Source: an optimization exercise on an open RTL-to-GDS flow (aim: small area, a short achievable clock period and few clock cycles). Production flows keep margins and buffers that such runs may drop.
The RTL was checked by simulation tests, not by an equivalence proof against the original design.
Power figures rest on the tool's default switching activity, not on a simulated workload.

Setup of the baseline:
Design ddp_core, start of the top module:
module ddp_core (
    input  wire         clk,
    input  wire         rst,           
    input  wire         cmd_valid,
    output wire         cmd_ready,
    input  wire [7:0]   cmd_op,
    input  wire [111:0] cmd_data,
    input  wire [15:0]  cmd_len,
    input  wire         cmd_txfail,    
    input  wire [63:0]  cmd_now_sec,   
    input  wire [29:0]  cmd_now_nanos,
    output reg          rsp_valid,
    output reg  [2:0]   rsp_status,
    output reg  [111:0] rsp_data,
    output reg  [15:0]  rsp_len,
    output reg          rsp_mism
);
For scale: about 2,300 cells after synthesis, ~370 flip-flops, ~370 I/O pins, about 20,000 sq um of cells after synthesis.
==> flow/config.mk <==
export PLATFORM = sky130hd
export DESIGN_NAME = ddp_core
export DESIGN_NICKNAME = ddp_core
export VERILOG_FILES = /design/flow/design.v
export SDC_FILE = /design/flow/constraint.sdc
export NUM_CORES = 4
export LEC_CHECK = 0
export CAP_MARGIN = 10
export CORE_MARGIN = 2
export CORE_UTILIZATION = 50
export PLACE_DENSITY = 0.65
export SLEW_MARGIN = 10
==> flow/constraint.sdc <==
create_clock -name core_clock -period 10.0 [get_ports {clk}]
set_input_delay 2.0000 -clock core_clock [delete_from_list [all_inputs] [get_ports {clk}]]
set_output_delay 2.0000 -clock core_clock [all_outputs]
set_load 0.01 [all_outputs]
standard.sh (not shown) runs the stock make flow with config.mk's settings and CLKGATE_MAP_FILE= SYNTH_SCRIPT=/design/flow/synth_recipe.tcl, a recipe that flattens the netlist after the stock synthesis.
==> flow/flow/run.sh <==
#!/bin/bash
# The standard layout, with a tighter setup target for timing repair
# (the constraints are unchanged) and the smallest buffer on the ports.
bash standard.sh SETUP_SLACK_MARGIN=6.9 "BUFFER_PORTS_ARGS=-buffer_cell sky130_fd_sc_hd__buf_1" finish > standard.log 2>&1
Testbench counts of the baseline, summed over its fixed seeds: cycles 10,492.
The following lists how the candidate was set up differently from the baseline:
Settings: CTS_BUF_LIST now sky130_fd_sc_hd__clkbuf_4 sky130_fd_sc_hd__clkbuf_8, previously not set.
==> flow/flow/run.sh <==
#!/bin/bash
# The standard layout, with a tighter setup target for timing repair
# (the constraints are unchanged) and the smallest buffer on the ports.
bash standard.sh SETUP_SLACK_MARGIN=6.8 "BUFFER_PORTS_ARGS=-buffer_cell sky130_fd_sc_hd__buf_1" finish > standard.log 2>&1
[summary]
- The candidate and the baseline ended up with roughly the same worst setup slack after placement.
- The candidate: post-layout utilization of the core 0.16 points above the baseline
- [compare] base=the baseline new=the candidate: total routed wirelength flat, final-layout non-clock buffer area share shows an increase of 0.51 points.

---

Setup of lagoon:
Starting RTL as in the previous note.
export LEC_CHECK = 0
export CAP_MARGIN = 10
export CORE_MARGIN = 2
export CORE_UTILIZATION = 55
export PLACE_DENSITY = 0.72
export SLEW_MARGIN = 10
create_clock -name core_clock -period 10.0 [get_ports {clk}]
==> flow/flow/run.sh <==
#!/bin/bash
# The standard layout, with a tighter setup target for timing repair
# (the constraints are unchanged) and the smallest buffer on the ports.
bash standard.sh SETUP_SLACK_MARGIN=6.8 "BUFFER_PORTS_ARGS=-buffer_cell sky130_fd_sc_hd__buf_1" finish > standard.log 2>&1
lagoon: done, clean on timing, DRC and antenna
Testbench counts of lagoon, summed over its fixed seeds: cycles 10,492.
[inputs] sierra vs lagoon
Settings: changing PLACE_DENSITY from 0.72 to 0.65; changing CORE_UTILIZATION from 55 to 50; setting TNS_END_PERCENT to 50 for the first time.
Findings:
Relative to lagoon, the worst slew slack as a fraction of its limit of sierra is lower by 6.6 points. met1 routed wirelength after detailed routing of lagoon is on par with sierra. [sierra] buffers inserted during post-CTS setup optimization fell 12 relative to lagoon. Compared with lagoon, sierra has less setup slack.
For zinc, these inputs were changed with respect to sierra:
Settings: TNS_END_PERCENT no longer set, was 50.
==> run notes <==
[zinc vs sierra] transition at the pin with the smallest max-transition slack: lower in zinc. Relative to sierra, global-route wire length before repair has increased by 0.47% in zinc. Where worst slew slack as a fraction of its limit is concerned, sierra is outperformed by zinc. Relative to sierra, the fill cell total of the finished layout of zinc is lower by 96.
For tundra, these inputs were changed with respect to zinc:
Settings: changing SLEW_MARGIN from 10 to 5; changing CAP_MARGIN from 10 to 5.
Notes after the runs:
- zinc -> tundra: share of cell area taken by multi-input logic gates flat
- [compare] base=zinc new=tundra: share of the clock period used by the worst path after layout roughly the same, post-route standard cell area excluding fillers roughly the same.
Changes in garnet relative to tundra:
Settings: changing CAP_MARGIN from 5 to 10; setting GPL_ROUTABILITY_DRIVEN to 0 for the first time; changing SLEW_MARGIN from 5 to 10.
## What came out
garnet vs tundra, detailed-route wire length per cell went down by about 2.6%.
Summary of garnet over tundra: final design utilization lower, fraction of area in registers higher, total chip power increased by 1.2% relative to the old numbers, overall via count from detail_route comparable.
Critical path's largest stage delay for garnet: 60 ps up relative to tundra
Clock period minus worst slack, garnet and tundra: smaller value in garnet
Fraction of met3 tracks used by global routing in garnet vs tundra: up 1.8 points
A critical path class of reg2reg is what tundra shows, while reg2out belongs to garnet.
Relative to garnet, the following input files were edited for harbor:
Settings: CTS_BUF_LIST: unset -> sky130_fd_sc_hd__clkbuf_4 sky130_fd_sc_hd__clkbuf_8; GPL_ROUTABILITY_DRIVEN: 0 -> unset.
-- flow/flow/run.sh --
<<< garnet, line 4
bash standard.sh SETUP_SLACK_MARGIN=6.8 "BUFFER_PORTS_ARGS=-buffer_cell sky130_fd_sc_hd__buf_1" finish > standard.log 2>&1
>>> harbor, line 4
bash standard.sh SETUP_SLACK_MARGIN=7.0 "BUFFER_PORTS_ARGS=-buffer_cell sky130_fd_sc_hd__buf_1" finish > standard.log 2>&1
--- outcome ---
For harbor and garnet, there was not a single run that failed to finish clean.
From garnet to harbor the numbers moved as follows: post-route core utilization higher, non-clock buffer count rose about 28%, first-iteration DRC count ~0 delta.
garnet reports its critical path endpoint as rsp_len[4] while harbor reports rsp_len[1].
Diff garnet -> harbor: minimum setup slack among reg-to-reg paths grew by 60 ps, part of the total power dissipated in the clock network moved down, post-route worst setup slack has decreased, overall track demand over capacity in global routing went up.

==> re-timing with driven ports <==
The flow's constraints put no driver on any port. The routed layouts listed below were extracted and timed again, unchanged, in two steps.
Step 1 sets driving cells, clkbuf_16 on the clock port and buf_2 on the other inputs (assumed; they add their load-dependent delay and slew).
Step 2 adds t to the input delays and takes it off the output delays; t is the mean of the earliest and latest rising clock arrival at the registers after step 1. Input paths then give back, and output paths get back, about the clock's delay inside the block.
a / b / c = ideal / step 1 / step 2; a / b = the first two.
| run | shift t [ns] | setup slack, ns | latest minus earliest clock arrival (ns) | cell pins on the clock port's net |
|---|---|---|---|---|
| the baseline | 0.621 | 6.797 / 6.741 / 6.302 | 0.020 / 0.020 | 1 |
| the candidate | 0.727 | 6.712 / 6.657 / 6.243 | 0.035 / 0.034 | 1 |
| lagoon | 0.621 | 6.787 / 6.749 / 6.252 | 0.015 / 0.015 | 1 |
| sierra | 0.617 | 6.740 / 6.681 / 6.310 | 0.025 / 0.024 | 1 |
| zinc | 0.629 | 6.775 / 6.745 / 6.309 | 0.027 / 0.027 | 1 |
| tundra | 0.629 | 6.762 / 6.742 / 6.312 | 0.025 / 0.025 | 1 |
| garnet | 0.631 | 6.799 / 6.742 / 6.280 | 0.024 / 0.023 | 1 |
| harbor | 0.690 | 6.720 / 6.665 / 6.376 | 0.036 / 0.036 | 1 |
After both steps setup and hold are still met in every run listed. For lagoon, which loses most, drivers alone change the setup slack by -0.038 ns; drivers and shift together by -0.535 ns.
